This design comes from an exercise in tuning for small area, a short achievable clock period and few clock cycles per item on the open sky130 flow, not from production work. Where RTL was checked, it was by simulation tests only, not by an equivalence proof against the original. Power and IR drop assume default switching activity.

==> flow/design.v <==
module tcmp_crc16_byte (
    input  wire [15:0] crc_in,
    input  wire [7:0]  data,
    output reg  [15:0] crc_out
);
    integer i;
    reg [15:0] c;
    always @(*) begin
        c = crc_in ^ {8'h00, data};
        for (i = 0; i < 8; i = i + 1) begin
            if (c[0])
                c = (c >> 1) ^ 16'h8408;
            else
                c = c >> 1;
        end
        crc_out = c;
    end
endmodule
module tcmp_rx (
    input  wire        clk,
    input  wire        rst,
    input  wire        in_valid,
    input  wire [7:0]  in_byte,
    output wire        in_ready,
    output reg         ud_valid,
    output reg  [7:0]  ud_byte,
    output reg         ev_valid,
    output reg  [1:0]  ev_kind,
    output wire [15:0] ev_family,
    output wire [7:0]  ev_code,
    output wire [15:0] ev_paylen
);
    localparam [7:0] FLAG = 8'h7E;
    localparam [7:0] ESC  = 8'h7D;
    localparam [1:0] EV_MSG  = 2'd1;
    localparam [1:0] EV_HDLC = 2'd2;
    localparam [1:0] EV_TCMP = 2'd3;
    reg        esc;        
    reg        bad;        
    reg        body;       
    reg [15:0] cnt;        
    reg        lcs_ok;     
    reg [15:0] plen;       
    reg        short;      
    reg        lo_borrow;  
    reg [15:0] family;     
    reg [7:0]  code;
    reg [7:0]  last2;      
    reg [15:0] crc;        
    assign in_ready  = 1'b1;
    assign ev_family = family;
    assign ev_code   = code;
    assign ev_paylen = plen;
    reg       in_v;
    reg [7:0] in_b;
    reg       is_flag, is_esc, esc_ok;
    always @(posedge clk) begin
        in_v    <= in_valid && !rst;
        in_b    <= in_byte;
        is_flag <= (in_byte == FLAG);
        is_esc  <= (in_byte == ESC);
        esc_ok  <= (in_byte == 8'h5D) || (in_byte == 8'h5E);
    end
    wire [7:0] unesc_val = {in_b[7:6], in_b[5] ^ esc, in_b[4:0]};
    wire produce = in_v && !is_flag && !bad &&
                   (esc ? esc_ok : !is_esc);
    wire [15:0] crc_next;
    tcmp_crc16_byte u_crc (.crc_in(crc), .data(last2), .crc_out(crc_next));
    reg [15:0] cnt_inc;
    integer i;
    always @(*) begin
        for (i = 0; i < 16; i = i + 1)
            cnt_inc[i] = cnt[i] ^ &(cnt | ~((16'd1 << i) - 16'd1));
    end
    wire [2:0]  hpos    = cnt[2:0];    
    wire [7:0]  lcs_s  = plen[15:8] ^ plen[7:0] ^ family[15:8];
    wire [7:0]  lcs_c  = (plen[15:8] & plen[7:0]) | (plen[15:8] & family[15:8]) |
                         (plen[7:0] & family[15:8]);
    wire [7:0]  lcs_y  = {lcs_c[6:0], 1'b0};
    wire        lcs_zero = ((lcs_s ^ lcs_y) == {lcs_s[6:0] | lcs_y[6:0], 1'b0});
    wire [8:0]  plen_lo_m5 = {1'b0, plen[7:0]} - 9'd5;
    wire [8:0]  plen_hi_m1 = {1'b0, plen[15:8]} - {8'd0, lo_borrow};
    wire        empty   = !body && (hpos == 3'd0);
    wire decode_ok = body && lcs_ok && !short && (cnt == plen) &&
                     (crc == {last2, ud_byte});
    always @(posedge clk) begin
        if (rst) begin
            esc      <= 1'b0;
            bad      <= 1'b0;
            body     <= 1'b0;
            cnt      <= 16'hFFF8;
            crc      <= 16'h6363;
            ud_valid <= 1'b0;
            ev_valid <= 1'b0;
        end else begin
            ud_valid <= produce;
            ev_valid <= 1'b0;
            if (in_v) begin
                if (is_flag) begin
                    ev_valid <= bad || esc || !empty;
                    ev_kind  <= (bad || esc) ? EV_HDLC :
                                decode_ok    ? EV_MSG  : EV_TCMP;
                    esc  <= 1'b0;
                    bad  <= 1'b0;
                    body <= 1'b0;
                    cnt  <= 16'hFFF8;
                    crc  <= 16'h6363;
                end else if (!bad) begin
                    if (esc) begin
                        esc <= 1'b0;
                        if (!esc_ok)
                            bad <= 1'b1;
                    end else if (is_esc) begin
                        esc <= 1'b1;
                    end
                end
            end
            if (produce) begin
                ud_byte <= unesc_val;
                last2   <= ud_byte;
                if (!(body && cnt == 16'hFFFF))
                    cnt <= cnt_inc;
                if (!body && hpos == 3'd7)
                    body <= 1'b1;
                if (!body) begin
                    case (hpos)
                        3'd0: plen[15:8]   <= unesc_val;
                        3'd1: plen[7:0]    <= unesc_val;
                        3'd2: family[15:8] <= unesc_val;
                        3'd3: begin
                            lcs_ok       <= lcs_zero;
                            plen[7:0]    <= plen_lo_m5[7:0];
                            lo_borrow    <= plen_lo_m5[8];
                            family[15:8] <= unesc_val;
                        end
                        3'd4: begin
                            plen[15:8]   <= plen_hi_m1[7:0];
                            short        <= plen_hi_m1[8];
                            family[7:0]  <= unesc_val;
                        end
                        3'd5: code         <= unesc_val;
                        default: ;
                    endcase
                end
                if (body || hpos >= 3'd2)
                    crc <= crc_next;
            end
        end
    end
endmodule
module tcmp_tx (
    input  wire        clk,
    input  wire        rst,
    input  wire        msg_valid,
    output reg         msg_ready,
    input  wire [15:0] msg_family,
    input  wire [7:0]  msg_code,
    input  wire [15:0] msg_paylen,
    input  wire        pl_valid,
    output reg         pl_ready,
    input  wire [7:0]  pl_byte,
    output reg         out_valid,
    input  wire        out_ready,
    output reg  [7:0]  out_byte
);
    localparam [7:0] FLAG = 8'h7E;
    localparam [7:0] ESC  = 8'h7D;
    localparam S_IDLE = 0,    
               S_LENH = 1,
               S_LENL = 2,
               S_LCS  = 3,
               S_FAMH = 4,
               S_FAML = 5,
               S_CODE = 6,
               S_PAY  = 7,
               S_CRCH = 8,
               S_CRCL = 9,
               S_EOF  = 10;
    reg [10:0] state;
    reg [15:0] remain;     
    reg        esc_pend;   
    reg        esc_bit;    
    reg [15:0] crc;
    reg        pay_last;   
    reg        skid_v;     
    reg [7:0]  skid;
    wire is_packet = !state[S_IDLE] && !state[S_EOF];
    wire [7:0] cur = ({8{state[S_LENH] | state[S_LCS]}} & remain[15:8]) |
                     ({8{state[S_LENL]}} & remain[7:0]) |
                     ({8{state[S_FAMH]}} & msg_family[15:8]) |
                     ({8{state[S_FAML]}} & msg_family[7:0]) |
                     ({8{state[S_CODE]}} & msg_code) |
                     ({8{state[S_PAY]}}  & pl_byte) |
                     ({8{state[S_CRCH]}} & crc[15:8]) |
                     ({8{state[S_CRCL]}} & crc[7:0]) |
                     ({8{!is_packet}}    & FLAG);
    wire cur_esc   = (cur[7:2] == 6'b011111) && (cur[1] ^ cur[0]);    
    wire have_byte = state[S_IDLE] ? msg_valid :
                     state[S_PAY]  ? pl_valid  : 1'b1;
    wire make      = !skid_v && (esc_pend || have_byte);
    wire advance   = !skid_v && !esc_pend && have_byte;
    wire [7:0] line_byte = esc_pend               ? {6'b010111, !esc_bit, esc_bit} :   
                           (is_packet && cur_esc) ? ESC : cur;
    wire out_free = !out_valid || out_ready;
    wire skid_v_n = out_free ? 1'b0 : (skid_v || make);
    wire pay_zero = (msg_paylen == 16'd0);
    wire [10:0] state_adv;
    assign state_adv[S_IDLE] = state[S_EOF];
    assign state_adv[S_LENH] = state[S_IDLE];
    assign state_adv[S_LENL] = state[S_LENH];
    assign state_adv[S_LCS]  = state[S_LENL];
    assign state_adv[S_FAMH] = state[S_LCS];
    assign state_adv[S_FAML] = state[S_FAMH];
    assign state_adv[S_CODE] = state[S_FAML];
    assign state_adv[S_PAY]  = (state[S_CODE] && !pay_zero) || (state[S_PAY] && !pay_last);
    assign state_adv[S_CRCH] = (state[S_CODE] && pay_zero) || (state[S_PAY] && pay_last);
    assign state_adv[S_CRCL] = state[S_CRCH];
    assign state_adv[S_EOF]  = state[S_CRCL];
    wire [10:0] state_n    = advance ? state_adv : state;
    wire        esc_pend_n = make ? (!esc_pend && is_packet && cur_esc) : esc_pend;
    reg [15:0] remain_dec;
    reg [15:0] len;
    reg [7:0]  lcs_sum;    
    reg [7:0]  lcs;        
    reg        cy;
    integer i;
    always @(*) begin
        for (i = 0; i < 16; i = i + 1)
            remain_dec[i] = remain[i] ^ ~|(remain & ((16'd1 << i) - 16'd1));
        cy = 1'b0;
        for (i = 0; i < 16; i = i + 1) begin
            len[i] = msg_paylen[i] ^ (i == 0 || i == 2) ^ cy;
            cy     = (i == 0 || i == 2) ? (msg_paylen[i] | cy) : (msg_paylen[i] & cy);
        end
        cy = 1'b0;
        for (i = 0; i < 8; i = i + 1) begin
            lcs_sum[i] = remain[8+i] ^ remain[i] ^ cy;
            cy         = (remain[8+i] & remain[i]) | (cy & (remain[8+i] | remain[i]));
        end
        for (i = 0; i < 8; i = i + 1)
            lcs[i] = ~(lcs_sum[i] ^ ~|(lcs_sum & ((8'd1 << i) - 8'd1)));
    end
    wire [15:0] crc_next;
    tcmp_crc16_byte u_crc (.crc_in(crc), .data(cur), .crc_out(crc_next));
    always @(posedge clk) begin
        if (rst) begin
            state     <= 11'd1 << S_IDLE;
            esc_pend  <= 1'b0;
            msg_ready <= 1'b0;
            pl_ready  <= 1'b0;
            skid_v    <= 1'b0;
            out_valid <= 1'b0;
        end else begin
            state     <= state_n;
            esc_pend  <= esc_pend_n;
            skid_v    <= skid_v_n;
            msg_ready <= state_n[S_CODE] && !esc_pend_n && !skid_v_n;
            pl_ready  <= state_n[S_PAY]  && !esc_pend_n && !skid_v_n;
            if (out_free) begin
                out_valid <= skid_v || make;
                out_byte  <= skid_v ? skid : line_byte;
            end
            if (!skid_v)
                skid <= line_byte;
            if (make && !esc_pend)
                esc_bit <= cur[0];
            if (advance) begin
                if (state[S_IDLE])
                    crc <= 16'h6363;
                else if (!state[S_CRCH] && !state[S_CRCL] && !state[S_EOF])
                    crc <= crc_next;
                if (state[S_IDLE])
                    remain <= len;
                if (state[S_LENH])
                    remain[15:8] <= lcs;
                if (state[S_CODE]) begin
                    remain   <= msg_paylen;
                    pay_last <= (msg_paylen == 16'd1);
                end
                if (state[S_PAY]) begin
                    remain   <= remain_dec;
                    pay_last <= (remain == 16'd2);
                end
            end
        end
    end
endmodule
module tcmp_codec (
    input  wire        clk,
    input  wire        rst,
    input  wire        rx_valid,
    input  wire [7:0]  rx_byte,
    output wire        rx_ready,
    output wire        ud_valid,
    output wire [7:0]  ud_byte,
    output wire        ev_valid,
    output wire [1:0]  ev_kind,
    output wire [15:0] ev_family,
    output wire [7:0]  ev_code,
    output wire [15:0] ev_paylen,
    input  wire        msg_valid,
    output wire        msg_ready,
    input  wire [15:0] msg_family,
    input  wire [7:0]  msg_code,
    input  wire [15:0] msg_paylen,
    input  wire        pl_valid,
    output wire        pl_ready,
    input  wire [7:0]  pl_byte,
    output wire        tx_valid,
    input  wire        tx_ready,
    output wire [7:0]  tx_byte
);
    tcmp_rx u_rx (
        .clk(clk), .rst(rst),
        .in_valid(rx_valid), .in_byte(rx_byte), .in_ready(rx_ready),
        .ud_valid(ud_valid), .ud_byte(ud_byte),
        .ev_valid(ev_valid), .ev_kind(ev_kind), .ev_family(ev_family),
        .ev_code(ev_code), .ev_paylen(ev_paylen)
    );
    tcmp_tx u_tx (
        .clk(clk), .rst(rst),
        .msg_valid(msg_valid), .msg_ready(msg_ready),
        .msg_family(msg_family), .msg_code(msg_code), .msg_paylen(msg_paylen),
        .pl_valid(pl_valid), .pl_ready(pl_ready), .pl_byte(pl_byte),
        .out_valid(tx_valid), .out_ready(tx_ready), .out_byte(tx_byte)
    );
endmodule
export LEC_CHECK = 0
export CAP_MARGIN = 20
export CORE_MARGIN = 2
export CORE_UTILIZATION = 70
export CTS_BUF_LIST = sky130_fd_sc_hd__clkbuf_4 sky130_fd_sc_hd__clkbuf_8
export PLACE_DENSITY = 0.85
export SETUP_SLACK_MARGIN = 2.2
export SLEW_MARGIN = 20
create_clock -name core_clock -period 4.5 [get_ports {clk}]
standard.sh (not shown) runs the stock make flow with config.mk's settings and CLKGATE_MAP_FILE= SYNTH_SCRIPT=/design/flow/synth_recipe.tcl, a recipe that flattens the netlist after the stock synthesis.
==> flow/flow/run.sh <==
#!/bin/bash
# Standard layout, with plain buffers (not delay cells) on the ports.
export BUFFER_PORTS_ARGS="-buffer_cell sky130_fd_sc_hd__buf_2"
bash standard.sh > standard.log 2>&1
Change:
--- a/flow/design.v
+++ b/flow/design.v
@@ -218,28 +218,12 @@
     assign state_adv[S_EOF]  = state[S_CRCL];
     wire [10:0] state_n    = advance ? state_adv : state;
     wire        esc_pend_n = make ? (!esc_pend && is_packet && cur_esc) : esc_pend;
     reg [15:0] remain_dec;
-    reg [15:0] len;
-    reg [7:0]  lcs_sum;    
-    reg [7:0]  lcs;        
-    reg        cy;
     integer i;
     always @(*) begin
         for (i = 0; i < 16; i = i + 1)
             remain_dec[i] = remain[i] ^ ~|(remain & ((16'd1 << i) - 16'd1));
-        cy = 1'b0;
-        for (i = 0; i < 16; i = i + 1) begin
-            len[i] = msg_paylen[i] ^ (i == 0 || i == 2) ^ cy;
-            cy     = (i == 0 || i == 2) ? (msg_paylen[i] | cy) : (msg_paylen[i] & cy);
-        end
-        cy = 1'b0;
-        for (i = 0; i < 8; i = i + 1) begin
-            lcs_sum[i] = remain[8+i] ^ remain[i] ^ cy;
-            cy         = (remain[8+i] & remain[i]) | (cy & (remain[8+i] | remain[i]));
-        end
-        for (i = 0; i < 8; i = i + 1)
-            lcs[i] = ~(lcs_sum[i] ^ ~|(lcs_sum & ((8'd1 << i) - 8'd1)));
     end
     wire [15:0] crc_next;
     tcmp_crc16_byte u_crc (.crc_in(crc), .data(cur), .crc_out(crc_next));
     always @(posedge clk) begin
@@ -269,11 +253,13 @@
                     crc <= 16'h6363;
                 else if (!state[S_CRCH] && !state[S_CRCL] && !state[S_EOF])
                     crc <= crc_next;
                 if (state[S_IDLE])
-                    remain <= len;
+                    remain <= msg_paylen + 16'd5;
                 if (state[S_LENH])
-                    remain[15:8] <= lcs;
+                    remain[15:8] <= remain[15:8] + remain[7:0];
+                if (state[S_LENL])
+                    remain[15:8] <= 8'h00 - remain[15:8];
                 if (state[S_CODE]) begin
                     remain   <= msg_paylen;
                     pay_last <= (msg_paylen == 16'd1);
                 end
=>
- power is higher by a few percent
- routed wire length is higher by a little under a tenth
- critical path depth is lower by 7
- first-iteration DRC count is higher by a few percent
- fmax is higher by well over a third
- clock-buffer cell count is higher by 4
- core utilization is lower by 0.93 points
- via count is higher by a few percent
- cell count is higher by a few percent
- final area hardly moves
- setup slack gets better by 1.1 ns
No run of this note included a check of the RTL's function; only the layout flow was run.

========
Setup of oak:
Another version of the RTL of tcmp_codec (not shown whole).
Size: ~1000 cells after synthesis, roughly 180 flip-flops.
clock: 4.5 ns
lec_check: 0
cap_margin: 20
core_margin: 2
core_utilization: 70
cts_buf_list: sky130_fd_sc_hd__clkbuf_4 sky130_fd_sc_hd__clkbuf_8
place_density: 0.85
setup_slack_margin: 2.2
slew_margin: 20
Scripts as last shown in full above: flow/flow/run.sh
#### Input delta (pine over oak)
-- flow/design.v --
<<< oak, line 74
    end
    wire [2:0]  hpos    = cnt[2:0];    
    wire [7:0]  len_sum  = plen[15:8] + plen[7:0];
    wire [7:0]  lcs_x    = family[7:0];
    wire [7:0]  lcs_y    = family[15:8];
    wire        lcs_zero = ((lcs_x ^ lcs_y) == {lcs_x[6:0] | lcs_y[6:0], 1'b0});
    wire [8:0]  plen_lo_m5 = {1'b0, plen[7:0]} - 9'd5;
    wire [8:0]  plen_hi_m1 = {1'b0, plen[15:8]} - {8'd0, lo_borrow};
>>> pine, line 74
    end
    wire [2:0]  hpos    = cnt[2:0];    
    wire [7:0]  lcs_s  = plen[15:8] ^ plen[7:0] ^ family[15:8];
    wire [7:0]  lcs_c  = (plen[15:8] & plen[7:0]) | (plen[15:8] & family[15:8]) |
                         (plen[7:0] & family[15:8]);
    wire [7:0]  lcs_y  = {lcs_c[6:0], 1'b0};
    wire        lcs_zero = ((lcs_s ^ lcs_y) == {lcs_s[6:0] | lcs_y[6:0], 1'b0});
    wire [8:0]  plen_lo_m5 = {1'b0, plen[7:0]} - 9'd5;
    wire [8:0]  plen_hi_m1 = {1'b0, plen[15:8]} - {8'd0, lo_borrow};
<<< oak, line 126
                        3'd0: plen[15:8]   <= unesc_val;
                        3'd1: plen[7:0]    <= unesc_val;
                        3'd2: begin
                            family[15:8] <= unesc_val;
                            family[7:0]  <= len_sum;
                        end
                        3'd3: begin
                            lcs_ok       <= lcs_zero;
>>> pine, line 127
                        3'd0: plen[15:8]   <= unesc_val;
                        3'd1: plen[7:0]    <= unesc_val;
                        3'd2: family[15:8] <= unesc_val;
                        3'd3: begin
                            lcs_ok       <= lcs_zero;
<<< oak, line 259
                    remain <= msg_paylen + 16'd5;
                if (state[S_LENH])
                    remain[15:8] <= remain[15:8] + remain[7:0];
                if (state[S_LENL])
                    remain[15:8] <= 8'h00 - remain[15:8];
                if (state[S_CODE]) begin
                    remain   <= msg_paylen;
>>> pine, line 257
                    remain <= msg_paylen + 16'd5;
                if (state[S_LENH])
                    remain[15:8] <= 8'h00 - (remain[15:8] + remain[7:0]);
                if (state[S_CODE]) begin
                    remain   <= msg_paylen;
--- outcome ---
What pine reported for final non-filler cell total has to be multiplied by 1.06 to get the figure for oak. Minimum clock period after layout (higher): oak. Going from oak to pine, the post-CTS setup-driven buffer insertion count was found to have gone up by 3. On portion of total power attributed to combinational logic, oak and pine are neck and neck. Final clock period utilization by the worst path: pine lower than oak. In the tables for oak and pine, placeable core area reads higher with oak. As of pine, total detailed-routing wirelength had fallen by a little under 10% compared to oak. [pine] met3 usage fell 2.4 points relative to oak.
Testbench counts of pine, summed over its fixed seeds: cycles 50,961, items 50,921.
For oak, only the layout was checked, not whether the RTL still works.

-- afterwards: timing with drivers on the ports --
The flow's constraints put no driver on any port. The routed layouts listed below were extracted and timed again, unchanged, in two steps.
Step 1: set_driving_cell puts a clkbuf_16 on clk and a buf_2 on each other input, an assumption about the parent block.
Step 2 times the ports against the registers' clock, not the clock port: input delays grow and output delays shrink by t, the midpoint of the rising clock arrivals with the driver on.
Slacks: ideal / step 1 / step 2; pairs: ideal / step 1.
run	t (ns)	slack for setup (ns)	latest minus earliest clock arrival (ns)
the first run of note 1	0.520	0.914 / 0.914 / 0.474	0.012 / 0.011
the second run of note 1	0.491	2.060 / 2.060 / 1.747	0.016 / 0.015
oak	0.494	1.933 / 1.933 / 1.677	0.015 / 0.015
pine	0.510	2.055 / 2.055 / 1.768	0.013 / 0.013
After both steps every run listed still meets setup and hold. For the first run of note 1, which loses most, drivers alone change the setup slack by 0.000 ns; drivers and shift together by -0.440 ns.
